From an optimization exercise on the open Yosys and OpenROAD flow, aimed at small area, a short achievable clock period and few clock cycles; shortcuts taken in it are not production practice. The RTL was checked by simulation tests, not by an equivalence proof against the original design. Power and IR drop assume default switching activity.

===== config.mk =====
export PLATFORM = sky130hd
export DESIGN_NAME = ringcore
export DESIGN_NICKNAME = ringcore
export VERILOG_FILES = /design/flow/design.v
export SDC_FILE = /design/flow/constraint.sdc
export NUM_CORES = 4
export LEC_CHECK = 0
export CAP_MARGIN = 20
export CORE_MARGIN = 2
export CORE_UTILIZATION = 65
export CTS_CLUSTER_DIAMETER = 100
export CTS_CLUSTER_SIZE = 30
export PLACE_DENSITY = 0.75
export SLEW_MARGIN = 20

===== constraint.sdc =====
create_clock -name core_clock -period 10.0 [get_ports {clk}]
set_input_delay 2.0000 -clock core_clock [delete_from_list [all_inputs] [get_ports {clk}]]
set_output_delay 2.0000 -clock core_clock [all_outputs]
set_load 0.01 [all_outputs]

===== design.v =====
module ringcore #(
    parameter RX_CAP       = 32,
    parameter RX_AW        = 5,
    parameter TX_CAP       = 128,
    parameter TX_AW        = 7,
    parameter CHUNK        = 64,
    parameter ACC_CAP      = 258,
    parameter TOKEN_MARKER = 8'hAA,
    parameter DATA_MARKER  = 8'hBB
) (
    input  wire        clk,
    input  wire        rst,
    input  wire        in_valid,
    output wire        in_ready,
    input  wire [31:0] in_data,
    input  wire        in_sub_ok,
    output reg         rsp_valid,
    output wire [7:0]  rsp_status,
    output wire [31:0] rsp_value,
    output reg         rdat_valid,
    output reg  [7:0]  rdat_byte,
    output reg         ntf_valid,
    output reg  [3:0]  ntf_tag,
    output reg  [23:0] ntf_a,
    output wire [23:0] ntf_b,
    output reg         pay_valid,
    output reg  [7:0]  pay_byte,
    output reg         sub_valid,
    output reg  [7:0]  sub_byte,
    output reg         sub_last
);
    localparam OP_RX_READY    = 4'h1;
    localparam OP_TX_DONE     = 4'h2;
    localparam OP_TX_ABORT    = 4'h3;
    localparam OP_RX_STOPPED  = 4'h4;
    localparam OP_APP_WRITE   = 4'h5;
    localparam OP_APP_READ    = 4'h6;
    localparam OP_FEED        = 4'h7;
    localparam OP_RX_REARM    = 4'h8;
    localparam OP_STATUS_READ = 4'h9;
    localparam ST_OK        = 3'h0;
    localparam ST_INVALID   = 3'h1;
    localparam ST_FULL      = 3'h2;
    localparam ST_OVERFLOW  = 3'h3;
    localparam ST_CKSUM     = 3'h4;
    localparam ST_ILLEGAL   = 3'h6;
    localparam ST_IGNORED   = 3'h7;
    localparam N_FRAME_TOKEN  = 4'h1;
    localparam N_FRAME_DATA   = 4'h2;
    localparam N_TX_COMPLETED = 4'h3;
    localparam N_TX_ABORTED   = 4'h4;
    localparam N_SUBMIT_FAIL  = 4'h5;
    localparam N_RX_HALTED    = 4'h6;
    localparam N_RX_TRUNC     = 4'h7;
    localparam N_ACC_OVF      = 4'h8;
    localparam P_IDLE = 2'd0;
    localparam P_LEN  = 2'd1;
    localparam P_PAY  = 2'd2;
    reg         m_v, s_v;
    reg  [32:0] m_d, s_d;           
    wire        pop;                
    wire        m_load = !m_v || pop;
    wire        acc    = in_valid && !s_v;
    wire [32:0] nx_d   = s_v ? s_d : {in_sub_ok, in_data};
    reg         in_rdy;             
    assign in_ready = in_rdy;
    wire [3:0]  nx_op  = nx_d[3:0];
    wire [23:0] nx_arg = nx_d[31:8];
    wire        nx_arg0 = (nx_arg == 24'd0);
    wire        nx_rsv0 = (nx_d[7:4] == 4'h0);
    wire        nx_has  = (nx_op == OP_RX_READY) || (nx_op == OP_APP_WRITE) ||
                          (nx_op == OP_FEED);
    wire        nx_l    = nx_rsv0;
    reg         f_rxr, f_done, f_abrt, f_stop, f_wr, f_rd, f_feed, f_rarm, f_stat;
    reg         f_legal, f_dph, f_arg0, f_arg1, f_hi6, f_hi8, f_hi9, f_op5;
    reg         f_aa, f_bb;
    always @(posedge clk) begin
        if (!s_v)
            s_d <= {in_sub_ok, in_data};
        if (m_load) begin
            m_d    <= nx_d;
            f_rxr  <= nx_l && (nx_op == OP_RX_READY);
            f_done <= nx_l && (nx_op == OP_TX_DONE) && nx_arg0;
            f_abrt <= nx_l && (nx_op == OP_TX_ABORT) && nx_arg0;
            f_stop <= nx_l && (nx_op == OP_RX_STOPPED);
            f_wr   <= nx_l && (nx_op == OP_APP_WRITE);
            f_rd   <= nx_l && (nx_op == OP_APP_READ);
            f_feed <= nx_l && (nx_op == OP_FEED);
            f_rarm <= nx_l && (nx_op == OP_RX_REARM) && nx_arg0;
            f_stat <= nx_l && (nx_op == OP_STATUS_READ) && (nx_arg[23:2] == 22'd0);
            f_legal <= nx_l && (
                    (nx_op == OP_RX_READY) || (nx_op == OP_APP_WRITE) ||
                    (nx_op == OP_FEED) || (nx_op == OP_RX_STOPPED) ||
                    (nx_op == OP_APP_READ) ||
                    (((nx_op == OP_TX_DONE) || (nx_op == OP_TX_ABORT) ||
                      (nx_op == OP_RX_REARM)) && nx_arg0) ||
                    ((nx_op == OP_STATUS_READ) && (nx_arg[23:2] == 22'd0)));
            f_dph  <= nx_has && !nx_arg0;
            f_arg0 <= nx_arg0;
            f_arg1 <= (nx_arg == 24'd1);
            f_hi6  <= (nx_arg[23:6] == 18'd0);
            f_hi8  <= (nx_arg[23:8] == 16'd0);
            f_hi9  <= (nx_arg[23:9] == 15'd0);
            f_op5  <= (nx_op == OP_APP_WRITE) && !nx_arg0;
            f_aa   <= (nx_d[7:0] == TOKEN_MARKER);
            f_bb   <= (nx_d[7:0] == DATA_MARKER);
        end
        if (rst) begin
            m_v    <= 1'b0;
            s_v    <= 1'b0;
            in_rdy <= 1'b1;
        end else if (m_load) begin
            m_v    <= s_v || acc;
            s_v    <= 1'b0;
            in_rdy <= 1'b1;
        end else begin
            s_v    <= s_v || acc;
            in_rdy <= !(s_v || acc);
        end
    end
    reg [7:0]       rx_mem [0:RX_CAP-1];
    reg [RX_AW:0]   rx_wp;          
    reg [RX_AW:0]   rx_lh;          
    reg [RX_AW:0]   rx_cnt;         
    reg [RX_AW:0]   rx_room;        
    reg [7:0]       tx_mem [0:TX_CAP-1];
    reg [TX_AW-1:0] tx_wp;
    reg [TX_AW:0]   tx_cnt;         
    reg [TX_AW:0]   tx_room;        
    reg [1:0]  pstate;
    reg [7:0]  plen;
    reg [7:0]  pcnt;
    reg [7:0]  prem;                
    reg        pmore;               
    reg [7:0]  psum;
    reg [8:0]  acc_occ;
    reg [8:0]  acc_rm;              
    reg [7:0]  pbuf [0:255];        
    reg [7:0]  pb_wp;               
    reg [7:0]  pb_end;              
    reg        in_flight;
    reg        rx_halted;
    reg        spurious;
    reg        dph;                 
    reg [23:0] remain;              
    reg        rem1;                
    reg        m_rx, m_tx, m_parse, m_feed;
    reg [7:0]  wr_left;
    reg [8:0]  nfr;
    reg [7:0]  nck;                 
    reg [2:0]  c_st;                
    reg [7:0]  c_val;               
    reg        c_kick;              
    reg        c_sok;
    reg        ntf2;                
    reg [3:0]  ntf2_tag;
    reg [2:0]  rsp_st;
    reg [23:0] rsp_val_lo;
    assign rsp_status = {5'd0, rsp_st};
    assign rsp_value  = {8'd0, rsp_val_lo};
    reg [7:0]  ntf_b_lo;
    assign ntf_b = {16'd0, ntf_b_lo};
    reg [RX_AW:0]   rd_rp;          
    reg [TX_AW-1:0] sb_rp;
    reg [6:0]       sb_cur;         
    reg [6:0]       sb_q0, sb_q1;   
    reg             sb_q0v, sb_q1v;
    reg [7:0]       pb_rp;
    wire        sok   = m_d[32];
    wire [23:0] h_arg = m_d[31:8];
    wire [7:0]  din   = m_d[7:0];
    wire           rx_le   = f_hi6 && (h_arg[5:0] <= rx_room);
    wire [RX_AW:0] rx_a    = rx_le ? h_arg[5:0] : rx_room;
    wire [6:0]     rd_diff = {1'b0, rx_cnt} - {1'b0, h_arg[5:0]};
    wire           rd_le   = f_hi6 && !rd_diff[6];
    wire [RX_AW:0] rd_k    = rd_le ? h_arg[5:0] : rx_cnt;
    wire [RX_AW:0] rx_left = rd_le ? rd_diff[5:0] : 6'd0;
    wire [RX_AW:0] rx_room_rd = rd_le ? rx_room + h_arg[5:0] : RX_CAP;
    wire [RX_AW:0] rx_lh_rd   = rd_le ? rx_lh + h_arg[5:0] : rx_wp;
    wire           tx_le   = f_hi8 && (h_arg[7:0] <= tx_room);
    wire [TX_AW:0] tx_a    = tx_le ? h_arg[7:0] : tx_room;
    wire [6:0]     dn_k    = (tx_cnt[7:6] != 2'b00) ? 7'd64 : {1'b0, tx_cnt[5:0]};
    wire [TX_AW:0] dn_rest = tx_cnt[7] ? 8'd64 : (tx_cnt[6] ? {2'b00, tx_cnt[5:0]} : 8'd0);
    wire [TX_AW:0] dn_room = ((tx_cnt[7:6] == 2'b00) || (tx_cnt == 8'd64)) ? 8'd128 :
                             {2'b01, tx_room[5:0]};
    wire        feed_fits = f_hi9 && (h_arg[8:0] <= acc_rm);
    reg  [23:0] stat_v;
    always @(*) begin
        case (h_arg[1:0])
            2'd0:    stat_v = {pcnt, plen, 3'b000, spurious, pstate, rx_halted, in_flight};
            2'd1:    stat_v = {{(23-RX_AW){1'b0}}, rx_cnt};
            2'd2:    stat_v = {{(23-TX_AW){1'b0}}, tx_cnt};
            default: stat_v = {15'd0, acc_occ};
        endcase
    end
    wire hdr  = m_v && !dph;
    wire dat  = m_v && dph;
    wire sb_full  = sb_q1v;
    wire stall = ntf2 ||
                 (hdr && f_done && in_flight && sb_full) ||
                 (dat && rem1 && c_kick && sb_full);
    assign pop = m_v && !stall;
    wire hdr_go = hdr && !stall;
    wire dat_go = dat && !stall;
    wire wl_nz = (wr_left != 8'd0);
    wire rx_w  = dat_go && m_rx && wl_nz;
    wire tx_w  = dat_go && m_tx && wl_nz;
    wire [TX_AW:0] cw      = tx_cnt + {7'd0, m_tx && wl_nz};
    wire [6:0]     cw_k    = (cw[7:6] != 2'b00) ? 7'd64 : {1'b0, cw[5:0]};
    wire [TX_AW:0] cw_rest = cw[7] ? 8'd64 : (cw[6] ? {2'b00, cw[5:0]} : 8'd0);
    wire [TX_AW:0] rw      = tx_room - {7'd0, m_tx && wl_nz};
    wire [TX_AW:0] cw_room = ((cw[7:6] == 2'b00) || (cw == 8'd64)) ? 8'd128 :
                             {2'b01, rw[5:0]};
    wire           wr_kick = dat_go && rem1 && c_kick && (cw != 8'd0);
    wire dn_kick = hdr_go && f_done && in_flight && (tx_cnt != 8'd0);
    wire       kick_go = dn_kick || wr_kick;
    wire [6:0] kick_k  = dph ? cw_k : dn_k;
    wire parse_go = dat_go && m_parse;
    wire p_idle   = (pstate == P_IDLE);
    wire p_len    = (pstate == P_LEN);
    wire p_pay    = (pstate == P_PAY);
    wire tok      = p_idle && f_aa;
    wire cks      = p_pay && !pmore;
    wire cks_good = cks && (psum == din);
    wire pay_wr   = parse_go && p_pay && pmore;
    wire [8:0] nfr_p1 = nfr + 9'd1;
    wire [7:0] nck_p1 = nck + 8'd1;
    wire [8:0] nfr_n = (tok || cks_good) ? nfr_p1 : nfr;
    wire [7:0] nck_n = (cks && !cks_good) ? nck_p1 : nck;
    always @(posedge clk) begin
        if (rx_w)
            rx_mem[rx_wp[RX_AW-1:0]] <= din;
        if (tx_w)
            tx_mem[tx_wp] <= din;
        if (pay_wr)
            pbuf[pb_wp] <= din;
    end
    always @(posedge clk) begin
        if (rst) begin
            rx_wp      <= {(RX_AW+1){1'b0}};
            rx_lh      <= {(RX_AW+1){1'b0}};
            rx_cnt     <= {(RX_AW+1){1'b0}};
            rx_room    <= RX_CAP;
            tx_wp      <= {TX_AW{1'b0}};
            tx_cnt     <= {(TX_AW+1){1'b0}};
            tx_room    <= TX_CAP;
            pstate     <= P_IDLE;
            plen       <= 8'd0;
            pcnt       <= 8'd0;
            prem       <= 8'd0;
            pmore      <= 1'b0;
            psum       <= 8'd0;
            acc_occ    <= 9'd0;
            acc_rm     <= ACC_CAP;
            pb_wp      <= 8'd0;
            pb_end     <= 8'd0;
            in_flight  <= 1'b0;
            rx_halted  <= 1'b0;
            spurious   <= 1'b0;
            dph        <= 1'b0;
            remain     <= 24'd0;
            rem1       <= 1'b0;
            m_rx       <= 1'b0;
            m_tx       <= 1'b0;
            m_parse    <= 1'b0;
            m_feed     <= 1'b0;
            wr_left    <= 8'd0;
            nfr        <= 9'd0;
            nck        <= 8'd0;
            c_st       <= 3'd0;
            c_val      <= 8'd0;
            c_kick     <= 1'b0;
            c_sok      <= 1'b0;
            ntf2       <= 1'b0;
            ntf2_tag   <= 4'd0;
            rsp_valid  <= 1'b0;
            rsp_st     <= 3'd0;
            rsp_val_lo <= 24'd0;
            ntf_valid  <= 1'b0;
            ntf_tag    <= 4'd0;
            ntf_a      <= 24'd0;
            ntf_b_lo   <= 8'd0;
        end else begin
            rsp_valid <= 1'b0;
            ntf_valid <= 1'b0;
            if (ntf2) begin
                ntf2      <= 1'b0;
                ntf_valid <= 1'b1;
                ntf_tag   <= ntf2_tag;
                ntf_b_lo  <= 8'd0;
            end
            if (hdr_go) begin
                remain  <= h_arg;
                rem1    <= f_arg1;
                dph     <= f_dph;
                m_rx    <= 1'b0;
                m_tx    <= 1'b0;
                m_parse <= 1'b0;
                m_feed  <= 1'b0;
                wr_left <= 8'd0;
                nfr     <= 9'd0;
                nck     <= 8'd0;
                c_kick  <= f_op5 && !in_flight;
                c_sok   <= sok;
                c_st    <= f_legal ? ST_OK : ST_ILLEGAL;
                c_val   <= 8'd0;
                rsp_valid  <= !f_dph;
                rsp_st     <= f_legal ? ST_OK : ST_ILLEGAL;
                rsp_val_lo <= 24'd0;
                if (f_rxr) begin
                    if (rx_halted) begin
                        c_st   <= ST_IGNORED;
                        rsp_st <= ST_IGNORED;
                    end else if (f_arg0) begin
                        rsp_st <= ST_INVALID;
                    end else begin
                        m_rx    <= 1'b1;
                        m_parse <= feed_fits;
                        wr_left <= {2'b00, rx_a};
                        c_st    <= rx_le ? ST_OK : ST_FULL;
                        c_val   <= {2'b00, rx_a};
                        if (!rx_le) begin
                            ntf_valid <= 1'b1;
                            ntf_tag   <= N_RX_TRUNC;
                            ntf_a     <= h_arg;
                            ntf_b_lo  <= {2'b00, rx_a};
                            if (!feed_fits) begin
                                ntf2     <= 1'b1;
                                ntf2_tag <= N_ACC_OVF;
                            end
                        end else if (!feed_fits) begin
                            ntf_valid <= 1'b1;
                            ntf_tag   <= N_ACC_OVF;
                            ntf_a     <= h_arg;
                            ntf_b_lo  <= 8'd0;
                        end
                    end
                end
                if (f_done || f_abrt) begin
                    if (!in_flight) begin
                        spurious <= 1'b1;
                        rsp_st   <= ST_IGNORED;
                    end else begin
                        in_flight <= 1'b0;
                        ntf_valid <= 1'b1;
                        ntf_tag   <= f_done ? N_TX_COMPLETED : N_TX_ABORTED;
                        ntf_a     <= 24'd0;
                        ntf_b_lo  <= 8'd0;
                    end
                end
                if (dn_kick) begin
                    tx_cnt    <= dn_rest;
                    tx_room   <= dn_room;
                    in_flight <= sok;
                    if (!sok) begin
                        ntf_tag  <= N_SUBMIT_FAIL;
                        ntf2     <= 1'b1;
                        ntf2_tag <= N_TX_COMPLETED;
                    end
                end
                if (f_stop) begin
                    rx_halted <= 1'b1;
                    ntf_valid <= 1'b1;
                    ntf_tag   <= N_RX_HALTED;
                    ntf_a     <= h_arg;
                    ntf_b_lo  <= 8'd0;
                end
                if (f_wr) begin
                    if (f_arg0) begin
                        rsp_st <= ST_INVALID;
                    end else begin
                        m_tx    <= 1'b1;
                        wr_left <= tx_a;
                        c_st    <= tx_le ? ST_OK : ST_FULL;
                        c_val   <= tx_a;
                    end
                end
                if (f_rd) begin
                    rsp_val_lo <= {18'd0, rd_k};
                    rx_cnt     <= rx_left;
                    rx_room    <= rx_room_rd;
                    rx_lh      <= rx_lh_rd;
                end
                if (f_feed && !f_arg0) begin
                    if (feed_fits) begin
                        m_parse <= 1'b1;
                        m_feed  <= 1'b1;
                    end else begin
                        c_st <= ST_OVERFLOW;
                    end
                end
                if (f_rarm)
                    rx_halted <= 1'b0;
                if (f_stat)
                    rsp_val_lo <= stat_v;
            end
            if (dat_go) begin
                remain <= remain - 24'd1;
                rem1   <= (remain == 24'd2);
                if (rem1) begin
                    dph       <= 1'b0;
                    rsp_valid <= 1'b1;
                    if (m_feed) begin
                        rsp_st     <= (nck_n != 8'd0) ? ST_CKSUM : ST_OK;
                        rsp_val_lo <= {nck_n, 7'd0, nfr_n};
                    end else begin
                        rsp_st     <= c_st;
                        rsp_val_lo <= {16'd0, c_val};
                    end
                end
                if (rx_w) begin
                    rx_wp   <= rx_wp + 1'b1;
                    rx_cnt  <= rx_cnt + 1'b1;
                    rx_room <= rx_room - 1'b1;
                end
                if (tx_w) begin
                    tx_wp   <= tx_wp + 1'b1;
                    tx_cnt  <= cw;
                    tx_room <= rw;
                end
                if (wl_nz)
                    wr_left <= wr_left - 8'd1;
                if (wr_kick) begin
                    tx_cnt    <= cw_rest;
                    tx_room   <= cw_room;
                    in_flight <= c_sok;
                    if (!c_sok) begin
                        ntf_valid <= 1'b1;
                        ntf_tag   <= N_SUBMIT_FAIL;
                        ntf_a     <= 24'd0;
                        ntf_b_lo  <= 8'd0;
                    end
                end
                if (m_parse) begin
                    nfr <= nfr_n;
                    nck <= nck_n;
                    if (p_idle) begin
                        if (f_aa) begin
                            ntf_valid <= 1'b1;
                            ntf_tag   <= N_FRAME_TOKEN;
                            ntf_a     <= 24'd0;
                            ntf_b_lo  <= 8'd0;
                        end else if (f_bb) begin
                            pstate  <= P_LEN;
                            acc_occ <= 9'd1;
                            acc_rm  <= ACC_CAP - 1;
                        end
                    end else if (p_len) begin
                        plen    <= din;
                        pcnt    <= 8'd0;
                        prem    <= din;
                        pmore   <= (din != 8'd0);
                        psum    <= 8'd0;
                        pstate  <= P_PAY;
                        acc_occ <= 9'd2;
                        acc_rm  <= ACC_CAP - 2;
                        pb_wp   <= pb_end;
                    end else if (pmore) begin
                        pcnt    <= pcnt + 8'd1;
                        prem    <= prem - 8'd1;
                        pmore   <= (prem != 8'd1);
                        psum    <= psum + din;
                        acc_occ <= acc_occ + 9'd1;
                        acc_rm  <= acc_rm - 9'd1;
                        pb_wp   <= pb_wp + 8'd1;
                    end else begin
                        if (cks_good) begin
                            ntf_valid <= 1'b1;
                            ntf_tag   <= N_FRAME_DATA;
                            ntf_a     <= {16'd0, plen};
                            ntf_b_lo  <= din;
                            pb_end    <= pb_wp;
                        end
                        pstate  <= P_IDLE;
                        plen    <= 8'd0;
                        pcnt    <= 8'd0;
                        prem    <= 8'd0;
                        pmore   <= 1'b0;
                        psum    <= 8'd0;
                        acc_occ <= 9'd0;
                        acc_rm  <= ACC_CAP;
                    end
                end
            end
        end
    end
    wire rd_go = (rd_rp != rx_lh);
    always @(posedge clk) begin
        rdat_byte <= rx_mem[rd_rp[RX_AW-1:0]];
        if (rst) begin
            rd_rp      <= {(RX_AW+1){1'b0}};
            rdat_valid <= 1'b0;
        end else begin
            rdat_valid <= rd_go;
            if (rd_go)
                rd_rp <= rd_rp + 1'b1;
        end
    end
    wire sb_go   = (sb_cur != 7'd0);
    wire sb_next = !sb_go || (sb_cur == 7'd1);    
    always @(posedge clk) begin
        sub_byte <= tx_mem[sb_rp];
        if (rst) begin
            sb_rp     <= {TX_AW{1'b0}};
            sb_cur    <= 7'd0;
            sb_q0     <= 7'd0;
            sb_q1     <= 7'd0;
            sb_q0v    <= 1'b0;
            sb_q1v    <= 1'b0;
            sub_valid <= 1'b0;
            sub_last  <= 1'b0;
        end else begin
            sub_valid <= sb_go;
            sub_last  <= (sb_cur == 7'd1);
            if (sb_go)
                sb_rp <= sb_rp + 1'b1;
            if (sb_next && sb_q0v) begin
                sb_cur <= sb_q0;
                if (kick_go && !sb_q1v) begin
                    sb_q0  <= kick_k;
                    sb_q0v <= 1'b1;
                end else begin
                    sb_q0  <= sb_q1;
                    sb_q0v <= sb_q1v;
                end
                sb_q1v <= 1'b0;
                if (kick_go && sb_q1v) begin
                    sb_q1  <= kick_k;
                    sb_q1v <= 1'b1;
                end
            end else begin
                sb_cur <= sb_go ? sb_cur - 7'd1 : 7'd0;
                if (kick_go) begin
                    if (!sb_q0v) begin
                        sb_q0  <= kick_k;
                        sb_q0v <= 1'b1;
                    end else begin
                        sb_q1  <= kick_k;
                        sb_q1v <= 1'b1;
                    end
                end
            end
        end
    end
    wire pb_go = (pb_rp != pb_end);
    always @(posedge clk) begin
        pay_byte <= pbuf[pb_rp];
        if (rst) begin
            pb_rp     <= 8'd0;
            pay_valid <= 1'b0;
        end else begin
            pay_valid <= pb_go;
            if (pb_go)
                pb_rp <= pb_rp + 8'd1;
        end
    end
endmodule

===== flow/run.sh =====
#!/bin/bash
set -euo pipefail
bash standard.sh SETUP_SLACK_MARGIN=6.5 finish > flow_make.log 2>&1

===== standard.sh =====
#!/bin/bash
# synth_recipe.tcl (not shown) runs the flow's synth.tcl, then flattens the netlist and writes it again
# the make line also repeats each setting of config.mk as NAME=value (left out here)
make -C /OpenROAD-flow-scripts/flow DESIGN_CONFIG=/design/flow/config.mk WORK_HOME=/design/flow/orfs CLKGATE_MAP_FILE= SYNTH_SCRIPT=/design/flow/synth_recipe.tcl "${@:-finish}"

==> results_dict.tcl, run 1 <==
set metrics [dict create \
    power.leakage_uw 0.04816 \
    dr_wl_met2_um 177500 \
    boundaryPins 159 \
    dpl.hpwl_um 225800 \
    skew_ns 0.05665 \
    drt_wl_total_um 376100 \
    clockBufferDepth 3 \
    synthesis.area_mm2 0.1493 \
    outcome "no timing/DRC/antenna violations" \
    synth_cell_types 88 \
    synth_warnings 1 \
    syn_avg_cell_area_um2 18.17 \
    wl_met3_um 43690 \
    cp_max_fo 44 \
    hold_end "c_st[2]" \
    finalSetupViolCount 0 \
    drt_pass1_iterations 8 \
    finalNetCount 8364 \
    synth_edf_count 3380 \
    min_period_ns 3.626 \
    async_flop_share_pct 0 \
    io_buffers 129 \
    area_growth_syn_to_layout_pct 8.233 \
    antenna_left 0 \
    antenna_found_initial 11 \
    wl_met1_um 140300 \
    reg2reg_depth 8 \
    grt_pass1_vias 78600 \
    cts_sinks 3745 \
    insertion_delay_ns 0.90 \
    r2r_end "pay_byte[5]" \
    critPathArrivalTime_ns 4.37 \
    hold_ws_ns 0.4618 \
    vias 80610 \
    p_per_area_mw_per_mm2 171.9 \
    wl_per_cell_um 33.15 \
    hp-start "c_st[2]" \
    ctsHoldBuffers 0 \
    hold_depth 2 \
    min_path_type "reg2reg" \
    fmax_ghz 0.2758 \
    core_area_mm2 0.2279 \
    grtUsageTotal_pct 32.03 \
    setup_tns_ns 0 \
    yosysTopAreaCell "edfxtp_1" \
    regToRegSetupSlack_ns 6.37 \
    overflow 0 \
    seq_area_frac_synth_pct 72.89 \
    gp_congestion 0.9118 \
    worstReg2RegStart "pb_rp[0]" \
    drt-initial-drc-count 12050 \
    timing.critical_path.from_type "flip-flop" \
    die_area_mm2 0.2335 \
    worstMarginPinSlew_ns 1.204 \
    highest_layer "met5" \
    vdd_drop_max_mv 0.1828 \
    critPathRequiredTime_ns 10.74 \
    cts_tree "done" \
    grt_max_degree 171 \
    initial_core_util_pct 65.48 \
    cts_buffers 144 \
    syn_inst 8213 \
    drv_slew 0 \
    vias_per_cell 7.104 \
    num-fill-cells 13600 \
    cap_violations 0 \
    synth-seq-cells 3745 \
    yosys.area.top_type_share_pct 68.00 \
    clkTransAtPathRegs_ns 0.12 \
    final.period_utilization_pct 36.26 \
    rsz0062_at_grt "true" \
    rows 175 \
    cts_root_buf "clkbuf_16" \
    relSlewSlack_pct 19.72 \
    htreeDepth 4 \
    path_class "reg2reg" \
    endpoint_kind "flip-flop" \
    grt_pass1_wl_um 545600 \
    final-hold-violation-count 0 \
    ys.flop_type "edfxtp_1" \
    drive_above_1_share_pct 25.21 \
    yosysMostFrequentCell "edfxtp_1" \
    dieWidth_um 483.2 \
    synth.area.top_cells "edfxtp_1, mux4_2, dfxtp_1, nor2_1, mux2i_1" \
    drcViolationCount 0 \
    ys_top_cells_by_count "edfxtp_1, mux4_2, nor2_1, dfxtp_1, nand2_1" \
    dieHeight_um 483.2 \
]
worst max path at each step:
stage | start | endpoint
6_report | pb_rp[0] | pay_byte[5]
2_1_floorplan | m_d[6] | nfr[8]
4_1_cts | ntf2 | pbuf[196][5]
5_1_grt | pb_rp[0] | pay_byte[5]
3_5_place_dp | dph | pbuf[159][4]
3_3_place_gp | dph | pbuf[159][1]
cell type report:
cell class	count	area [µm²]	area share, %
Sequential cell	3745	109000	67.47
Antenna cell	4	10.01	0.006196
Multi-Input combinational cell	3879	40420	25.02
Timing Repair Buffer	384	3861	2.390
Clock buffer	221	4020	2.488
Clock inverter	11	126.4	0.07822
Tap cell	3009	3765	2.330
Inverter	93	349.1	0.2161
routing by layer:
metal	global-route usage [%]	vias up
li1	-	32960
met1	46.40	41580
met3	7.145	778
met2	49.38	5266
met4	10.48	18
met5	0	-
flip-flops by register name (all words and copies together) (netlist names), 9 cells and up:
register	count
remain	24
pbuf	2048
ntf_a	24
nfr	9
m_d	33
acc_rm	9
tx_mem	1024
s_d	33
rx_mem	256
rsp_val_lo	24
acc_occ	9
where the power goes:
part	total [µW]	internal, µW	switching, µW	leakage [µW]
clock network	7380	2850	4530	0.00199
registers	17200	17100	138	0.0335
logic	3150	1510	1650	0.0127
total	27800	21400	6320	0.0482
timing repair:
action / 4_1_cts / 5_1_grt
pin swaps: 12 / 39
endpoints found under the setup margin: 3600 / 2635
cloned: 7 / 5
resized for setup: 1069 / 144
buffers inserted: 42 / 46
through the flow:
stage	instances	instance area [µm²]	util, %	setup slack, ns	total power [µW]
finish	11350	161600	70.88	6.374	27770
global route	11340	161500	70.87	6.349	28490
CTS	11290	160400	70.39	6.386	27820
detailed placement	11010	153600	67.40	5.059	20680
global placement	11010	153600	67.39	5.238	20630
floorplan	8241	149500	-	2.392	19850
layout by cell type (no fill, tap or decap), types with 33 or more instances in the layout:
| cell | count |
|---|---|
| nor2_2 | 284 |
| a22o_1 | 40 |
| a31oi_1 | 39 |
| nor2_1 | 268 |
| nor4_1 | 33 |
| clkbuf_16 | 154 |
| nor2_4 | 136 |
| buf_2 | 73 |
| nor3_1 | 62 |
| buf_12 | 36 |
| nand3_1 | 118 |
| nor2b_1 | 38 |
| edfxtp_1 | 3380 |
| mux4_2 | 858 |
| buf_4 | 171 |
| clkdlybuf4s50_1 | 34 |
| xnor2_1 | 45 |
| mux2_2 | 51 |
| a21oi_1 | 263 |
| nand2_1 | 304 |
| xor2_1 | 46 |
| a22oi_1 | 114 |
| nand4_1 | 44 |
| inv_1 | 88 |
| dfxtp_2 | 73 |
| dfxtp_1 | 264 |
| a211oi_1 | 59 |
| o22ai_1 | 52 |
| a221oi_1 | 48 |
| o21ai_0 | 146 |
| ha_1 | 74 |
| mux2i_1 | 243 |
| clkbuf_1 | 71 |
worst max-delay path: stages (launching register included):
cell	delay (ns)
dfxtp_4	0.46
buf_12	0.33
buf_12	0.36
mux4_2	0.57
mux4_2	0.48
a22oi_1	0.37
o21ai_0	0.19
nor3_1	0.51
nor3_1	0.13
cells by family (layout without fill, tap and decap cells):
kind of cell             count (synthesis)  in the layout  synth area share [%]
XOR/XNOR                                91             91                0.5340
other                                    1             33              0.002512
flip-flops                            3745           3745                 72.89
multiplexers                          1152           1152                 14.96
AND/OR/NAND/NOR                       1524           1524                 4.614
AO/OA/AOI/OAI                         1002           1002                 4.486
buffers and inverters                  617            709                 1.810
adder cells (fa/ha/maj)                 81             81                0.6991
Testbench counts, summed over its fixed seeds: cycles 43,904.
==> run 2: changes to the inputs <==
--- a/design.v
+++ b/design.v
@@ -498,8 +498,13 @@
     end
     wire sb_go   = (sb_cur != 7'd0);
     wire sb_next = !sb_go || (sb_cur == 7'd1);    
+    reg [7:0] sb_half0, sb_half1;
+    reg       sa_v, sa_last, sa_hi;
     always @(posedge clk) begin
-        sub_byte <= tx_mem[sb_rp];
+        sb_half0 <= tx_mem[{1'b0, sb_rp[5:0]}];
+        sb_half1 <= tx_mem[{1'b1, sb_rp[5:0]}];
+        sa_hi    <= sb_rp[6];
+        sub_byte <= sa_hi ? sb_half1 : sb_half0;
         if (rst) begin
             sb_rp     <= {TX_AW{1'b0}};
             sb_cur    <= 7'd0;
@@ -507,11 +512,15 @@
             sb_q1     <= 7'd0;
             sb_q0v    <= 1'b0;
             sb_q1v    <= 1'b0;
+            sa_v      <= 1'b0;
+            sa_last   <= 1'b0;
             sub_valid <= 1'b0;
             sub_last  <= 1'b0;
         end else begin
-            sub_valid <= sb_go;
-            sub_last  <= (sb_cur == 7'd1);
+            sa_v      <= sb_go;
+            sa_last   <= (sb_cur == 7'd1);
+            sub_valid <= sa_v;
+            sub_last  <= sa_last;
             if (sb_go)
                 sb_rp <= sb_rp + 1'b1;
             if (sb_next && sb_q0v) begin
@@ -543,13 +552,28 @@
         end
     end
     wire pb_go = (pb_rp != pb_end);
+    reg [7:0] pb_q0, pb_q1, pb_q2, pb_q3;
+    reg       pa_v;
+    reg [1:0] pa_hi;
     always @(posedge clk) begin
-        pay_byte <= pbuf[pb_rp];
+        pb_q0 <= pbuf[{2'd0, pb_rp[5:0]}];
+        pb_q1 <= pbuf[{2'd1, pb_rp[5:0]}];
+        pb_q2 <= pbuf[{2'd2, pb_rp[5:0]}];
+        pb_q3 <= pbuf[{2'd3, pb_rp[5:0]}];
+        pa_hi <= pb_rp[7:6];
+        case (pa_hi)
+            2'd0:    pay_byte <= pb_q0;
+            2'd1:    pay_byte <= pb_q1;
+            2'd2:    pay_byte <= pb_q2;
+            default: pay_byte <= pb_q3;
+        endcase
         if (rst) begin
             pb_rp     <= 8'd0;
+            pa_v      <= 1'b0;
             pay_valid <= 1'b0;
         end else begin
-            pay_valid <= pb_go;
+            pa_v      <= pb_go;
+            pay_valid <= pa_v;
             if (pb_go)
                 pb_rp <= pb_rp + 8'd1;
         end
--- a/config.mk
+++ b/config.mk
@@ -8,7 +8,7 @@
 export CAP_MARGIN = 20
 export CORE_MARGIN = 2
 export CORE_UTILIZATION = 65
-export CTS_CLUSTER_DIAMETER = 100
-export CTS_CLUSTER_SIZE = 30
+export CTS_CLUSTER_DIAMETER = 80
+export CTS_CLUSTER_SIZE = 24
 export PLACE_DENSITY = 0.75
 export SLEW_MARGIN = 20
==> results_dict.tcl, run 2 <==
set metrics [dict create \
    final_cell_mix "edfxtp_1, mux4_2, nor2_1" \
    synth_simple_gate_area_share_pct 4.190 \
    internal_power_uw 22450 \
    vdd_drop_max_mv 0.1734 \
    area_growth_syn_to_layout_pct 8.376 \
    cp.depth 7 \
    vias 75230 \
    dieHeight_um 484.3 \
    cp_max_fo 34 \
    cp_num_buf_inv 1 \
    drcViolationCount 0 \
    min_path_type "reg2reg" \
    critPathRequiredTime_ns 10.52 \
    yosys.area.top_type_share_pct 67.70 \
    clockBufferDepth 3 \
    seq_area_frac_synth_pct 73.30 \
    setup_tns_ns 0 \
    boundaryPins 159 \
    cts_root_buf "clkbuf_16" \
    path_cells "and3b_1 > nand3_1 > buf_4 > nor4_4 > and2_2 > nand2_2 > nor2_2" \
    final-hold-violation-count 0 \
    wl_per_cell_um 31.29 \
    path_class "reg2reg" \
    synth_top_family_by_area "multiplexers" \
    syn_avg_cell_area_um2 19.46 \
    worstSetupEndpoint "pbuf[137][2]" \
    synth_fa_ha_area_share_pct 0.6960 \
    synth-compound-area-share_pct 2.293 \
    final.period_utilization_pct 36.79 \
    cts_sinks 3799 \
    switching_share_pct 22.57 \
    slowest_stage "nor2_2" \
    synth.area.top_cells "edfxtp_1, mux4_2, dfxtp_1, nor2_1, a21oi_1" \
    initial_core_util_pct 65.27 \
    regToRegSetupSlack_ns 6.32 \
    yosysTopAreaCell "edfxtp_1" \
    ys.flop_type "edfxtp_1" \
    drt_pass1_iterations 6 \
    insertion_delay_ns 0.90 \
    cap_violations 0 \
    critPathArrivalTime_ns 4.20 \
    synth-seq-cells 3799 \
    worstMarginPinSlew_ns 1.434 \
    ctsHoldBuffers 0 \
    skew_ns 0.04377 \
    largest_register_ffs 2048 \
    grt_pass1_wl_um 504100 \
    vias_per_cell 6.893 \
    synth_cell_types 98 \
    muxShareOfSynthArea_pct 17.37 \
    drive_above_1_share_pct 27.77 \
    dpl.hpwl_um 204000 \
    drt-initial-drc-count 10240 \
    drt_wl_total_um 341500 \
    grtUsageTotal_pct 29.28 \
    syn_inst 7705 \
    worstReg2RegStart "ntf2" \
    synth_edf_count 3380 \
    timing.critical_path.from_type "flip-flop" \
    p_sw_uw 6543 \
    outcome "no timing/DRC/antenna violations" \
    rows 176 \
    crit_family "simple AND/OR/NAND/NOR gates" \
    layout_commonest_cell "edfxtp_1" \
    min_period_ns 3.679 \
    max_stage_delay_ns 0.64 \
    relSlewSlack_pct 4.182 \
    power.share.sequential_pct 60.4 \
    reg2reg_depth 7 \
    largest-register "pbuf" \
    finalSetupViolCount 0 \
    drv_slew 0 \
    synth_warnings 1 \
    grt_pass1_vias 73820 \
    grt_max_degree 246 \
    finalNetCount 7857 \
    clkTransAtPathRegs_ns 0.10 \
    overflow 0 \
    htreeDepth 4 \
    power.leakage_uw 0.04826 \
    setup_ws_ns 6.321 \
    synth-xor-area-share_pct 0.5842 \
    async_flop_share_pct 0 \
    critPathLaunch "ntf2" \
    fmax_ghz 0.2718 \
    endpoint_kind "flip-flop" \
    yosysMostFrequentCell "edfxtp_1" \
    pwr-share-comb_pct 10.9 \
    antenna_found_initial 10 \
    p_per_area_mw_per_mm2 178.5 \
    cts_buffers 181 \
    die_area_mm2 0.2345 \
    io_buffers 129 \
    dieWidth_um 484.3 \
    synthesis.area_mm2 0.1499 \
    core_area_mm2 0.2297 \
    gp_congestion 0.8964 \
    dp_slack_ns 5.288 \
    r2r_end "pbuf[137][2]" \
    cts_tree "done" \
    rsz0062_at_grt "true" \
    antenna_left 0 \
    ys_top_cells_by_count "edfxtp_1, mux4_2, nor2_1, dfxtp_1, clkbuf_1" \
    clkPwrFrac_pct 28.7 \
]
[run 2: changes by cell type after synthesis, sizes merged, moves of 53 or more]
cell / delta
mux2i: -182
mux4: +243
dfxtp: +54
nand2: -53
a22oi: -93
a21oi: -64
[run 2: timing repair]
action	CTS	global route
gates resized for setup	1018	131
setup buffers	24	13
endpoints found under the hold margin	0	0
gates cloned	6	0
pin swaps	14	10
setup endpoints to repair	3681	2395
[run 2: logic make-up (layout without fill, tap and decap cells)]
logic type / count (synthesis) / in the layout
AO/OA/AOI/OAI: 553 / 553
XOR/XNOR: 100 / 100
adder cells (fa/ha/maj): 81 / 81
buffers and inverters: 545 / 690
flip-flops: 3799 / 3799
multiplexers: 1218 / 1218
other: 1 / 37
AND/OR/NAND/NOR: 1408 / 1410
[run 2: worst min-delay path by stage]
stage	end	slack (ns)	start	depth (start not counted)
3_3_place_gp	sub_valid	0.43	sa_v	1
2_1_floorplan	sa_hi	0.34	sb_rp[6]	0
6_report	rx_halted	0.45	f_rarm	1
4_1_cts	rx_halted	0.45	f_rarm	1
5_1_grt	rx_halted	0.46	f_rarm	1
3_5_place_dp	rx_halted	0.43	f_rarm	1
[run 2: worst register-to-register path: cells and delay by family, from the launching register on]
kind / cells / cell delay, ns
and+or+nand+nor: 6 / 2.54
buffers and inverters: 1 / 0.28
DFF: 1 / 0.49
[run 2: through the flow]
step                      instances  instance area [µm²]  utilization, %  power [µW]  hold WS, ns
after floorplan                7733               150100               -       20150       0.3390
after global placement        10540               154300           67.18       20960       0.4301
after detailed placement      10540               154300           67.19       21010       0.4342
after CTS                     10890               161700           70.40       29120       0.4467
after global routing          10910               162500           70.73       29800       0.4613
final                         10910               162500           70.74       29000       0.4488
[run 2: final cells by class]
class,instances,area [µm²]
Antenna cell,8,20.02
Clock buffer,293,5056
Clock inverter,30,282.8
Fill cell,13480,67200
Inverter,80,300.3
Multi-Input combinational cell,3391,40290
Sequential cell,3799,110100
Tap cell,3026,3786
Timing Repair Buffer,287,2684
[run 2: metal layers]
| metal | up-vias | wire, µm | part of all wire (%) | global-route usage (%) |
|---|---|---|---|---|
| met5 | - | 23 | 0.0067 | 0 |
| met4 | 4 | 9143 | 2.7 | 7.369 |
| met3 | 478 | 29800 | 8.7 | 4.554 |
| met2 | 3890 | 166500 | 49 | 46.12 |
| met1 | 39700 | 136000 | 40 | 44.08 |
| li1 | 31160 | - | - | - |
[run 2: power by group through the flow]
stage                     logic (µW)  clock network, µW  registers (µW)
after CTS                       3160               8410           17500
after global routing            3360               8920           17500
after global placement          3050                  0           17900
after floorplan                 2210                  0           17900
final                           3170               8310           17500
after detailed placement        3090                  0           17900
Testbench counts of run 2, summed over its fixed seeds: cycles 43,909.
==> run 3: changes to the inputs <==
--- a/design.v
+++ b/design.v
@@ -56,59 +56,58 @@
     localparam P_IDLE = 2'd0;
     localparam P_LEN  = 2'd1;
     localparam P_PAY  = 2'd2;
+    reg         rst_q;
+    always @(posedge clk)
+        rst_q <= rst;
     reg         m_v, s_v;
     reg  [32:0] m_d, s_d;           
     wire        pop;                
     wire        m_load = !m_v || pop;
-    wire        acc    = in_valid && !s_v;
+    wire        acc    = in_valid && in_rdy;
     wire [32:0] nx_d   = s_v ? s_d : {in_sub_ok, in_data};
     reg         in_rdy;             
     assign in_ready = in_rdy;
     wire [3:0]  nx_op  = nx_d[3:0];
     wire [23:0] nx_arg = nx_d[31:8];
-    wire        nx_arg0 = (nx_arg == 24'd0);
     wire        nx_rsv0 = (nx_d[7:4] == 4'h0);
     wire        nx_has  = (nx_op == OP_RX_READY) || (nx_op == OP_APP_WRITE) ||
                           (nx_op == OP_FEED);
     wire        nx_l    = nx_rsv0;
-    reg         f_rxr, f_done, f_abrt, f_stop, f_wr, f_rd, f_feed, f_rarm, f_stat;
-    reg         f_legal, f_dph, f_arg0, f_arg1, f_hi6, f_hi8, f_hi9, f_op5;
+    reg         f_rxr, f_done_o, f_abrt_o, f_stop, f_wr, f_rd, f_feed, f_rarm_o, f_stat_o;
+    reg         f_lbase, f_has, f_op5r;
+    reg         z_hi, z22_lo;       
     reg         f_aa, f_bb;
+    reg  [7:0]  pb_din_n;           
     always @(posedge clk) begin
         if (!s_v)
             s_d <= {in_sub_ok, in_data};
         if (m_load) begin
             m_d    <= nx_d;
             f_rxr  <= nx_l && (nx_op == OP_RX_READY);
-            f_done <= nx_l && (nx_op == OP_TX_DONE) && nx_arg0;
-            f_abrt <= nx_l && (nx_op == OP_TX_ABORT) && nx_arg0;
+            f_done_o <= nx_l && (nx_op == OP_TX_DONE);
+            f_abrt_o <= nx_l && (nx_op == OP_TX_ABORT);
             f_stop <= nx_l && (nx_op == OP_RX_STOPPED);
             f_wr   <= nx_l && (nx_op == OP_APP_WRITE);
             f_rd   <= nx_l && (nx_op == OP_APP_READ);
             f_feed <= nx_l && (nx_op == OP_FEED);
-            f_rarm <= nx_l && (nx_op == OP_RX_REARM) && nx_arg0;
-            f_stat <= nx_l && (nx_op == OP_STATUS_READ) && (nx_arg[23:2] == 22'd0);
-            f_legal <= nx_l && (
+            f_rarm_o <= nx_l && (nx_op == OP_RX_REARM);
+            f_stat_o <= nx_l && (nx_op == OP_STATUS_READ);
+            f_lbase  <= nx_l && (
                     (nx_op == OP_RX_READY) || (nx_op == OP_APP_WRITE) ||
                     (nx_op == OP_FEED) || (nx_op == OP_RX_STOPPED) ||
-                    (nx_op == OP_APP_READ) ||
-                    (((nx_op == OP_TX_DONE) || (nx_op == OP_TX_ABORT) ||
-                      (nx_op == OP_RX_REARM)) && nx_arg0) ||
-                    ((nx_op == OP_STATUS_READ) && (nx_arg[23:2] == 22'd0)));
-            f_dph  <= nx_has && !nx_arg0;
-            f_arg0 <= nx_arg0;
-            f_arg1 <= (nx_arg == 24'd1);
-            f_hi6  <= (nx_arg[23:6] == 18'd0);
-            f_hi8  <= (nx_arg[23:8] == 16'd0);
-            f_hi9  <= (nx_arg[23:9] == 15'd0);
-            f_op5  <= (nx_op == OP_APP_WRITE) && !nx_arg0;
+                    (nx_op == OP_APP_READ));
+            f_has    <= nx_has;
+            f_op5r   <= (nx_op == OP_APP_WRITE);
+            z_hi     <= (nx_arg[23:12] == 12'd0);
+            z22_lo   <= (nx_arg[11:2] == 10'd0);
             f_aa   <= (nx_d[7:0] == TOKEN_MARKER);
             f_bb   <= (nx_d[7:0] == DATA_MARKER);
+            pb_din_n <= ~nx_d[7:0];
         end
-        if (rst) begin
+        if (rst_q) begin
             m_v    <= 1'b0;
             s_v    <= 1'b0;
-            in_rdy <= 1'b1;
+            in_rdy <= 1'b0;
         end else if (m_load) begin
             m_v    <= s_v || acc;
             s_v    <= 1'b0;
@@ -169,6 +168,19 @@
     wire        sok   = m_d[32];
     wire [23:0] h_arg = m_d[31:8];
     wire [7:0]  din   = m_d[7:0];
+    wire        z22     = z_hi && z22_lo;
+    wire        f_arg0  = z22 && (h_arg[1:0] == 2'd0);
+    wire        f_arg1  = z22 && (h_arg[1:0] == 2'd1);
+    wire        f_done  = f_done_o && f_arg0;
+    wire        f_abrt  = f_abrt_o && f_arg0;
+    wire        f_rarm  = f_rarm_o && f_arg0;
+    wire        f_stat  = f_stat_o && z22;
+    wire        f_legal = f_lbase || f_done || f_abrt || f_rarm || f_stat;
+    wire        f_dph   = f_has && !f_arg0;
+    wire        f_op5   = f_op5r && !f_arg0;
+    wire        f_hi9   = z_hi && (h_arg[11:9] == 3'd0);
+    wire        f_hi8   = f_hi9 && !h_arg[8];
+    wire        f_hi6   = f_hi9 && (h_arg[8:6] == 3'd0);
     wire           rx_le   = f_hi6 && (h_arg[5:0] <= rx_room);
     wire [RX_AW:0] rx_a    = rx_le ? h_arg[5:0] : rx_room;
     wire [6:0]     rd_diff = {1'b0, rx_cnt} - {1'b0, h_arg[5:0]};
@@ -202,7 +214,7 @@
     assign pop = m_v && !stall;
     wire hdr_go = hdr && !stall;
     wire dat_go = dat && !stall;
-    wire wl_nz = (wr_left != 8'd0);
+    reg  wl_nz;                     
     wire rx_w  = dat_go && m_rx && wl_nz;
     wire tx_w  = dat_go && m_tx && wl_nz;
     wire [TX_AW:0] cw      = tx_cnt + {7'd0, m_tx && wl_nz};
@@ -211,7 +223,7 @@
     wire [TX_AW:0] rw      = tx_room - {7'd0, m_tx && wl_nz};
     wire [TX_AW:0] cw_room = ((cw[7:6] == 2'b00) || (cw == 8'd64)) ? 8'd128 :
                              {2'b01, rw[5:0]};
-    wire           wr_kick = dat_go && rem1 && c_kick && (cw != 8'd0);
+    wire           wr_kick = dat_go && rem1 && c_kick && ((tx_cnt != 8'd0) || (m_tx && wl_nz));
     wire dn_kick = hdr_go && f_done && in_flight && (tx_cnt != 8'd0);
     wire       kick_go = dn_kick || wr_kick;
     wire [6:0] kick_k  = dph ? cw_k : dn_k;
@@ -222,21 +234,21 @@
     wire tok      = p_idle && f_aa;
     wire cks      = p_pay && !pmore;
     wire cks_good = cks && (psum == din);
-    wire pay_wr   = parse_go && p_pay && pmore;
     wire [8:0] nfr_p1 = nfr + 9'd1;
     wire [7:0] nck_p1 = nck + 8'd1;
     wire [8:0] nfr_n = (tok || cks_good) ? nfr_p1 : nfr;
     wire [7:0] nck_n = (cks && !cks_good) ? nck_p1 : nck;
+    wire rx_mw = dat && m_rx && wl_nz;
+    wire tx_mw = dat && m_tx && wl_nz;
     always @(posedge clk) begin
-        if (rx_w)
+        if (rx_mw)
             rx_mem[rx_wp[RX_AW-1:0]] <= din;
-        if (tx_w)
+        if (tx_mw)
             tx_mem[tx_wp] <= din;
-        if (pay_wr)
-            pbuf[pb_wp] <= din;
+        pbuf[pb_wp] <= pb_din_n;
     end
     always @(posedge clk) begin
-        if (rst) begin
+        if (rst_q) begin
             rx_wp      <= {(RX_AW+1){1'b0}};
             rx_lh      <= {(RX_AW+1){1'b0}};
             rx_cnt     <= {(RX_AW+1){1'b0}};
@@ -265,6 +277,7 @@
             m_parse    <= 1'b0;
             m_feed     <= 1'b0;
             wr_left    <= 8'd0;
+            wl_nz      <= 1'b0;
             nfr        <= 9'd0;
             nck        <= 8'd0;
             c_st       <= 3'd0;
@@ -298,6 +311,7 @@
                 m_parse <= 1'b0;
                 m_feed  <= 1'b0;
                 wr_left <= 8'd0;
+                wl_nz   <= 1'b0;
                 nfr     <= 9'd0;
                 nck     <= 8'd0;
                 c_kick  <= f_op5 && !in_flight;
@@ -317,6 +331,7 @@
                         m_rx    <= 1'b1;
                         m_parse <= feed_fits;
                         wr_left <= {2'b00, rx_a};
+                        wl_nz   <= (rx_a != 6'd0);
                         c_st    <= rx_le ? ST_OK : ST_FULL;
                         c_val   <= {2'b00, rx_a};
                         if (!rx_le) begin
@@ -371,6 +386,7 @@
                     end else begin
                         m_tx    <= 1'b1;
                         wr_left <= tx_a;
+                        wl_nz   <= (tx_a != 8'd0);
                         c_st    <= tx_le ? ST_OK : ST_FULL;
                         c_val   <= tx_a;
                     end
@@ -418,8 +434,10 @@
                     tx_cnt  <= cw;
                     tx_room <= rw;
                 end
-                if (wl_nz)
+                if (wl_nz) begin
                     wr_left <= wr_left - 8'd1;
+                    wl_nz   <= (wr_left != 8'd1);
+                end
                 if (wr_kick) begin
                     tx_cnt    <= cw_rest;
                     tx_room   <= cw_room;
@@ -487,7 +505,7 @@
     wire rd_go = (rd_rp != rx_lh);
     always @(posedge clk) begin
         rdat_byte <= rx_mem[rd_rp[RX_AW-1:0]];
-        if (rst) begin
+        if (rst_q) begin
             rd_rp      <= {(RX_AW+1){1'b0}};
             rdat_valid <= 1'b0;
         end else begin
@@ -505,7 +523,7 @@
         sb_half1 <= tx_mem[{1'b1, sb_rp[5:0]}];
         sa_hi    <= sb_rp[6];
         sub_byte <= sa_hi ? sb_half1 : sb_half0;
-        if (rst) begin
+        if (rst_q) begin
             sb_rp     <= {TX_AW{1'b0}};
             sb_cur    <= 7'd0;
             sb_q0     <= 7'd0;
@@ -556,10 +574,10 @@
     reg       pa_v;
     reg [1:0] pa_hi;
     always @(posedge clk) begin
-        pb_q0 <= pbuf[{2'd0, pb_rp[5:0]}];
-        pb_q1 <= pbuf[{2'd1, pb_rp[5:0]}];
-        pb_q2 <= pbuf[{2'd2, pb_rp[5:0]}];
-        pb_q3 <= pbuf[{2'd3, pb_rp[5:0]}];
+        pb_q0 <= ~pbuf[{2'd0, pb_rp[5:0]}];
+        pb_q1 <= ~pbuf[{2'd1, pb_rp[5:0]}];
+        pb_q2 <= ~pbuf[{2'd2, pb_rp[5:0]}];
+        pb_q3 <= ~pbuf[{2'd3, pb_rp[5:0]}];
         pa_hi <= pb_rp[7:6];
         case (pa_hi)
             2'd0:    pay_byte <= pb_q0;
@@ -567,7 +585,7 @@
             2'd2:    pay_byte <= pb_q2;
             default: pay_byte <= pb_q3;
         endcase
-        if (rst) begin
+        if (rst_q) begin
             pb_rp     <= 8'd0;
             pa_v      <= 1'b0;
             pay_valid <= 1'b0;
==> flow/run.sh (replaced) <==
#!/bin/bash
set -euo pipefail
bash standard.sh SETUP_SLACK_MARGIN=6.7 finish > flow_make.log 2>&1
==> results_dict.tcl, run 3 <==
set metrics [dict create \
    outcome "no timing/DRC/antenna violations" \
    htreeDepth 4 \
    drt_pass1_iterations 9 \
    hold_ws_ns 0.3823 \
    synth-seq-cells 3812 \
    p_per_area_mw_per_mm2 186.2 \
    dpl.hpwl_um 207100 \
    min_period_ns 3.461 \
    path_class "reg2reg" \
    initial_core_util_pct 65.36 \
    wl_per_cell_um 32.03 \
    overflow 0 \
    rows 176 \
    yosysMostFrequentCell "edfxtp_1" \
    vias_per_cell 6.991 \
    vias 76760 \
    antenna_left 0 \
    skew_ns 0.04464 \
    ys_top_cells_by_count "edfxtp_1, mux4_2, nor2_1, dfxtp_1, clkbuf_1" \
    yosysTopAreaCell "edfxtp_1" \
    clkTransAtPathRegs_ns 0.09 \
    synth.area.top_cells "edfxtp_1, mux4_2, dfxtp_1, nor2_1, clkbuf_1" \
    synth_warnings 1 \
    ys.flop_type "edfxtp_1" \
    antenna_found_initial 11 \
    grt_max_degree 245 \
    dieHeight_um 485.1 \
    drive_above_1_share_pct 24.25 \
    area_growth_syn_to_layout_pct 7.570 \
    final-hold-violation-count 0 \
    drt-initial-drc-count 11560 \
    grtUsageTotal_pct 29.99 \
    finalSetupViolCount 0 \
    drv_slew 0 \
    insertion_delay_ns 0.90 \
    gp_congestion 0.9271 \
    setup_tns_ns 0 \
    largest_register_ffs 2048 \
    regToRegSetupSlack_ns 6.54 \
    num-fill-cells 13730 \
    power.leakage_uw 0.04855 \
    syn_inst 7752 \
    ctsHoldBuffers 0 \
    synth_edf_count 3385 \
    setup_ws_ns 6.539 \
    layout_commonest_cell "edfxtp_1" \
    min_path_type "reg2reg" \
    drcViolationCount 0 \
    critPathRequiredTime_ns 10.50 \
    dieWidth_um 485.1 \
    worstMarginPinSlew_ns 1.320 \
    die_area_mm2 0.2353 \
    critPathLaunch "pb_wp[5]" \
    cts_tree "done" \
    clockBufferDepth 3 \
    grt_pass1_wl_um 513800 \
    largest-register "pbuf" \
    drt_wl_total_um 351700 \
    final.period_utilization_pct 34.61 \
    endpoint_kind "flip-flop" \
    critPathArrivalTime_ns 3.96 \
    dp.cells 10590 \
    rsz0062_at_grt "true" \
    cts_sinks 3812 \
    cts_buffers 179 \
    cp_max_fo 16 \
    seq_area_frac_synth_pct 73.26 \
    reg2reg_depth 3 \
    vdd_drop_max_mv 0.1757 \
    synth_cell_types 93 \
    yosys.area.top_type_share_pct 67.58 \
    fmax_ghz 0.2889 \
    cts_root_buf "clkbuf_16" \
    finalNetCount 7912 \
    core_area_mm2 0.2301 \
    grt_pass1_vias 75140 \
    relSlewSlack_pct 11.99 \
    cap_violations 0 \
    timing.critical_path.from_type "flip-flop" \
    dp_slack_ns 5.667 \
    synthesis.area_mm2 0.1504 \
    r2r_end "pbuf[130][1]" \
    syn_avg_cell_area_um2 19.40 \
    async_flop_share_pct 0 \
    fin_cells 10980 \
    worstSetupEndpoint "pbuf[130][1]" \
    boundaryPins 159 \
    final_cell_mix "edfxtp_1, mux4_2, nor2_1" \
    io_buffers 129 \
    hold_depth 0 \
    worstReg2RegStart "pb_wp[5]" \
]
-- run 3: cell count changes after synthesis, sizes merged, moves of 15 or more --
cell | before | now
a22oi | 21 | 47
clkbuf | 272 | 291
inv | 80 | 105
nand2 | 271 | 233
xnor2 | 45 | 60
-- run 3: worst min-delay path by stage --
stage                     startpoint  slack, ns     to
final                       sb_rp[6]       0.38  sa_hi
after global routing        sb_rp[6]       0.39  sa_hi
after CTS                   sb_rp[6]       0.38  sa_hi
after detailed placement    sb_rp[6]       0.36  sa_hi
after global placement      sb_rp[6]       0.37  sa_hi
after floorplan             sb_rp[6]       0.35  sa_hi
-- run 3: cell families (layout without fill, tap and decap cells) --
family	after synthesis	after routing	synth area share (%)
flip-flops	3812	3812	73.26
XOR/XNOR	104	104	0.6056
other	1	32	0.002493
multiplexers	1213	1213	17.21
AND/OR/NAND/NOR	1383	1383	4.110
adder cells (fa/ha/maj)	81	81	0.6937
buffers and inverters	578	748	1.650
AO/OA/AOI/OAI	580	580	2.465
-- run 3: per-layer routing --
metal	up-vias	global-route usage [%]	wire, µm
li1	31340	-	-
met1	40290	45.91	138100
met2	4597	46.01	167100
met3	533	5.719	37760
met4	2	6.771	8516
met5	-	0	235
-- run 3: per-stage QoR --
step	cell area [µm²]	utilization (%)	total power, µW
6_report	161800	70.31	30130
5_1_grt	161800	70.31	30960
4_1_cts	161000	69.97	30140
3_5_place_dp	154800	67.25	21980
3_3_place_gp	154700	67.25	21910
2_1_floorplan	150700	-	20910
-- run 3: timing repair --
item,4_1_cts,5_1_grt
cloned,6,4
setup endpoints to repair,1495,860
gates resized for setup,666,106
setup buffers,19,14
-- run 3: worst max-delay path, cell delays in order (launching register included) --
cell and delay, ns:
dfxtp_1 0.48, nor2_1 0.86, nand2_1 0.72, nor2_1 1.03
-- run 3: where the power goes --
| group | internal (µW) | total, µW | leakage (µW) | switching (µW) |
|---|---|---|---|---|
| logic | 2150 | 4170 | 0.0119 | 2020 |
| clock network | 3550 | 8340 | 0.00254 | 4790 |
| registers | 17400 | 17600 | 0.0341 | 209 |
-- run 3: layout make-up --
class                           instances  area, µm²  share of cell area [%]
Tap cell                             3026       3786                   2.340
Timing Repair Buffer                  304       3410                   2.107
Antenna cell                            3      7.507                0.004640
Multi-Input combinational cell       3390      38460                   23.77
Inverter                              108      409.1                  0.2529
Sequential cell                      3812     110400                   68.23
Clock inverter                         22      236.5                  0.1462
Clock buffer                          314       5092                   3.147
Testbench counts of run 3, summed over its fixed seeds: cycles 43,921.
==> run 4: changes to the inputs <==
--- a/design.v
+++ b/design.v
@@ -123,7 +123,8 @@
     reg [RX_AW:0]   rx_cnt;         
     reg [RX_AW:0]   rx_room;        
     reg [7:0]       tx_mem [0:TX_CAP-1];
-    reg [TX_AW-1:0] tx_wp;
+    reg [15:0]      txw_row;        
+    reg [7:0]       txw_col;        
     reg [TX_AW:0]   tx_cnt;         
     reg [TX_AW:0]   tx_room;        
     reg [1:0]  pstate;
@@ -136,6 +137,8 @@
     reg [8:0]  acc_rm;              
     reg [7:0]  pbuf [0:255];        
     reg [7:0]  pb_wp;               
+    reg [31:0] pbw_row;             
+    reg [7:0]  pbw_col;             
     reg [7:0]  pb_end;              
     reg        in_flight;
     reg        rx_halted;
@@ -243,17 +246,29 @@
     always @(posedge clk) begin
         if (rx_mw)
             rx_mem[rx_wp[RX_AW-1:0]] <= din;
-        if (tx_mw)
-            tx_mem[tx_wp] <= din;
-        pbuf[pb_wp] <= pb_din_n;
     end
+    wire [7:0] txw_colg = txw_col & {8{tx_mw}};
+    genvar gi;
+    generate
+        for (gi = 0; gi < TX_CAP; gi = gi + 1) begin : g_txw
+            always @(posedge clk)
+                if (txw_row[gi / 8] && txw_colg[gi % 8])
+                    tx_mem[gi] <= din;
+        end
+        for (gi = 0; gi < 256; gi = gi + 1) begin : g_pbw
+            always @(posedge clk)
+                if (pbw_row[gi / 8] && pbw_col[gi % 8])
+                    pbuf[gi] <= pb_din_n;
+        end
+    endgenerate
     always @(posedge clk) begin
         if (rst_q) begin
             rx_wp      <= {(RX_AW+1){1'b0}};
             rx_lh      <= {(RX_AW+1){1'b0}};
             rx_cnt     <= {(RX_AW+1){1'b0}};
             rx_room    <= RX_CAP;
-            tx_wp      <= {TX_AW{1'b0}};
+            txw_row    <= 16'd1;
+            txw_col    <= 8'd1;
             tx_cnt     <= {(TX_AW+1){1'b0}};
             tx_room    <= TX_CAP;
             pstate     <= P_IDLE;
@@ -265,6 +280,8 @@
             acc_occ    <= 9'd0;
             acc_rm     <= ACC_CAP;
             pb_wp      <= 8'd0;
+            pbw_row    <= 32'd1;
+            pbw_col    <= 8'd1;
             pb_end     <= 8'd0;
             in_flight  <= 1'b0;
             rx_halted  <= 1'b0;
@@ -430,7 +447,9 @@
                     rx_room <= rx_room - 1'b1;
                 end
                 if (tx_w) begin
-                    tx_wp   <= tx_wp + 1'b1;
+                    txw_col <= {txw_col[6:0], txw_col[7]};
+                    if (txw_col[7])
+                        txw_row <= {txw_row[14:0], txw_row[15]};
                     tx_cnt  <= cw;
                     tx_room <= rw;
                 end
@@ -473,6 +492,8 @@
                         acc_occ <= 9'd2;
                         acc_rm  <= ACC_CAP - 2;
                         pb_wp   <= pb_end;
+                        pbw_row <= 32'd1 << pb_end[7:3];
+                        pbw_col <= 8'd1 << pb_end[2:0];
                     end else if (pmore) begin
                         pcnt    <= pcnt + 8'd1;
                         prem    <= prem - 8'd1;
@@ -481,6 +502,9 @@
                         acc_occ <= acc_occ + 9'd1;
                         acc_rm  <= acc_rm - 9'd1;
                         pb_wp   <= pb_wp + 8'd1;
+                        pbw_col <= {pbw_col[6:0], pbw_col[7]};
+                        if (pbw_col[7])
+                            pbw_row <= {pbw_row[30:0], pbw_row[31]};
                     end else begin
                         if (cks_good) begin
                             ntf_valid <= 1'b1;
==> flow/run.sh (replaced) <==
#!/bin/bash
set -euo pipefail
bash standard.sh SETUP_SLACK_MARGIN=6.6 finish > flow_make.log 2>&1
==> results_dict.tcl, run 4 <==
set metrics [dict create \
    boundaryPins 159 \
    final-hold-violation-count 0 \
    cp_max_fo 17 \
    syn_inst 9503 \
    core_area_mm2 0.2251 \
    grtUsageTotal_pct 43.33 \
    cts_sinks 3863 \
    initial_core_util_pct 65.44 \
    finalNetCount 9713 \
    endpoint_kind "flip-flop" \
    dpl.hpwl_um 310700 \
    largest_register_ffs 2048 \
    layout_commonest_cell "edfxtp_1" \
    regToRegSetupSlack_ns 6.41 \
    slowest_stage "nor4_4" \
    antenna_left 0 \
    critPathRequiredTime_ns 10.81 \
    drt-initial-drc-count 22670 \
    rows 174 \
    grt_max_degree 198 \
    fmax_ghz 0.2786 \
    finalSetupViolCount 0 \
    io_buffers 129 \
    final_area_mm2 0.1596 \
    vdd_drop_max_mv 0.1762 \
    max_stage_delay_ns 0.58 \
    synth-xor-area-share_pct 0.6302 \
    synthesis.area_mm2 0.1473 \
    seq_area_frac_synth_pct 75.49 \
    vias 98210 \
    cp_num_buf_inv 4 \
    gp_congestion 1.007 \
    clkTransAtPathRegs_ns 0.09 \
    grt_pass1_wl_um 693900 \
    synth_simple_gate_area_share_pct 7.886 \
    min_period_ns 3.590 \
    skew_ns 0.04951 \
    dp.cells 12320 \
    htreeDepth 4 \
    hold_end "sa_hi" \
    yosysMostFrequentCell "edfxtp_1" \
    worstReg2RegStart "pb_rp[1]" \
    synth_warnings 3 \
    ys_top_cells_by_count "edfxtp_1, a22oi_1, nor2_1, dfxtp_1, clkbuf_1" \
    synth_fa_ha_area_share_pct 0.7253 \
    timing.critical_path.from_type "flip-flop" \
    setup_tns_ns 0 \
    synth_edf_count 3385 \
    drv_slew 0 \
    min_path_type "reg2reg" \
    dieHeight_um 480.1 \
    largest-register "pbuf" \
    synth-seq-cells 3863 \
    place_area_mm2 0.1527 \
    ys.flop_type "edfxtp_1" \
    path_class "reg2reg" \
    area_growth_syn_to_layout_pct 8.342 \
    power.leakage_uw 0.05097 \
    insertion_delay_ns 0.91 \
    worstMarginPinSlew_ns 1.372 \
    synth-compound-area-share_pct 11.06 \
    p_per_area_mw_per_mm2 175.9 \
    path_cells "inv_1 > ha_2 > nand3b_1 > buf_4 > nor2_4 > buf_4 > buf_4 > a22oi_1 > and4_1 > nand4_1 > nor4_4 > nand3_4 > mux2i_1" \
    clockBufferDepth 3 \
    antenna_found_initial 16 \
    final_cell_mix "edfxtp_1, a22oi_1, nor2_1" \
    cap_violations 0 \
    die_area_mm2 0.2305 \
    overflow 0 \
    cts_buffers 185 \
    async_flop_share_pct 0 \
    num-fill-cells 14170 \
    hold_depth 0 \
    hp-start "sb_rp[6]" \
    critPathArrivalTime_ns 4.40 \
    synth_top_family_by_area "compound AO/OA/AOI/OAI gates" \
    drive_above_1_share_pct 11.46 \
    wl_per_cell_um 39.77 \
    muxShareOfSynthArea_pct 2.362 \
    cts_tree "done" \
    setup_ws_ns 6.410 \
    r2r_end "pb_q1[3]" \
    reg2reg_depth 13 \
    relSlewSlack_pct 8.525 \
    cpMostUsedCell "buf_4" \
    syn_avg_cell_area_um2 15.50 \
    crit_family "simple AND/OR/NAND/NOR gates" \
    cts_root_buf "clkbuf_16" \
    synth.area.top_cells "edfxtp_1, a22oi_1, dfxtp_1, mux4_2, nor2_1" \
    yosys.area.top_type_share_pct 69.00 \
    rsz0062_at_grt "true" \
    drt_wl_total_um 506100 \
    fin_cells 12730 \
    grt_pass1_vias 90760 \
    yosysTopAreaCell "edfxtp_1" \
    drcViolationCount 0 \
    synth_cell_types 84 \
    dp_slack_ns 5.571 \
    drt_pass1_iterations 13 \
    dieWidth_um 480.1 \
    vias_per_cell 7.718 \
    ctsHoldBuffers 0 \
    final.period_utilization_pct 35.90 \
    outcome "no timing/DRC/antenna violations" \
]
==> run 4: changes by cell type after synthesis, moves of 74 or more <==
| cell | change |
|---|---|
| a21oi_1 | +74 |
| a22oi_1 | +1339 |
| and2_1 | +250 |
| and3_1 | +132 |
| clkbuf_1 | +174 |
| mux4_2 | -1000 |
| nand2_1 | +227 |
| nand3_1 | +125 |
| nand4_1 | +211 |
| nor2_1 | -186 |
==> run 4: routing by layer <==
layer	track usage, %	routed length [µm]
met2	59.87	208800
met4	20.56	31590
met3	19.20	97190
met1	59.17	168200
met5	0.1657	249
==> run 4: worst reg2reg max path: stages (launching register included) <==
cell	delay [ns]
dfxtp_2	0.39
inv_1	0.09
ha_2	0.28
nand3b_1	0.12
buf_4	0.16
nor2_4	0.03
buf_4	0.32
buf_4	0.38
a22oi_1	0.26
and4_1	0.21
nand4_1	0.19
nor4_4	0.58
nand3_4	0.29
mux2i_1	0.21
==> run 4: repair_timing <==
item / CTS / global route
gates resized for setup: 586 / 94
endpoints found under the setup margin: 310 / 280
cloned: 2 / 0
pin swaps: 25 / 11
buffers inserted: 59 / 18
endpoints found under the hold margin: 0 / 0
==> run 4: worst max-delay path by stage <==
stage / depth (start not counted) / slack [ns] / to / from
final: 13 / 6.41 / pb_q1[3] / pb_rp[1]
after global routing: 13 / 6.45 / pb_q1[3] / pb_rp[1]
after CTS: 13 / 6.39 / pb_q1[3] / pb_rp[1]
after detailed placement: 8 / 5.57 / pb_q1[3] / pb_rp[3]
after global placement: 8 / 5.62 / pb_q1[3] / pb_rp[3]
after floorplan: 10 / 5.54 / rsp_val_lo[7] / m_d[3]
==> run 4: cell families after synthesis <==
family | count (synthesis)
compound gates | 2251
mux | 224
xor+xnor | 106
simple gates | 2304
flops | 3863
buf+inv | 671
other cells | 1
fa+ha+maj | 83
==> run 4: stage by stage <==
step	hold slack [ns]	total power [µW]	utilization, %
after floorplan	0.3489	19020	-
after global placement	0.3637	19630	67.84
after detailed placement	0.3651	19660	67.84
after CTS	0.3782	27870	70.64
after global routing	0.3881	28540	70.89
final	0.3803	28070	70.90
==> run 4: layout make-up <==
class,count,area [µm²],area share [%]
clock inverter,32,427.9,0.2681
clock buffer,280,5051,3.165
inverter,85,326.6,0.2046
tap,2992,3744,2.345
timing repair buffer,461,3871,2.425
antenna,14,35.03,0.02195
multi-input combinational,4998,34740,21.77
sequential,3863,111400,69.80
==> run 4: report_power, final <==
group          internal, µW  switching (µW)  total (µW)  leakage (µW)
sequential            17600             127       17800        0.0345
clock                  3600            5040        8640       0.00263
combinational           572            1100        1670        0.0138
Testbench counts of run 4, summed over its fixed seeds: cycles 43,921.

[what the ideal ports hide]
In the flow no input, the clock included, has a driving cell. The finished layouts below were timed again as built, in two steps. Step 1 assumes that a clkbuf_16 drives the clock port and a buf_2 every other input. Step 2, shift: input delay + t, output delay - t, t = (earliest + latest rising clock arrival at the registers) / 2. This alone moves slack from input paths to output paths. Slacks: no drivers / after step 1 / after step 2; pairs: no drivers / after step 1.
run	t, ns	setup slack, ns	latest minus earliest clock arrival (ns)	cell pins on the clock port's net
run 1	0.958	6.374 / 6.374 / 5.653	0.057 / 0.057	1
run 2	0.966	6.321 / 6.321 / 5.728	0.045 / 0.045	1
run 3	0.957	6.539 / 6.490 / 6.017	0.046 / 0.046	1
run 4	0.978	6.410 / 6.410 / 5.886	0.055 / 0.055	1
After both steps every run listed still meets setup and hold. The setup slack of run 1, which loses most, moves by 0.000 ns with the drivers and by -0.721 ns with both steps.
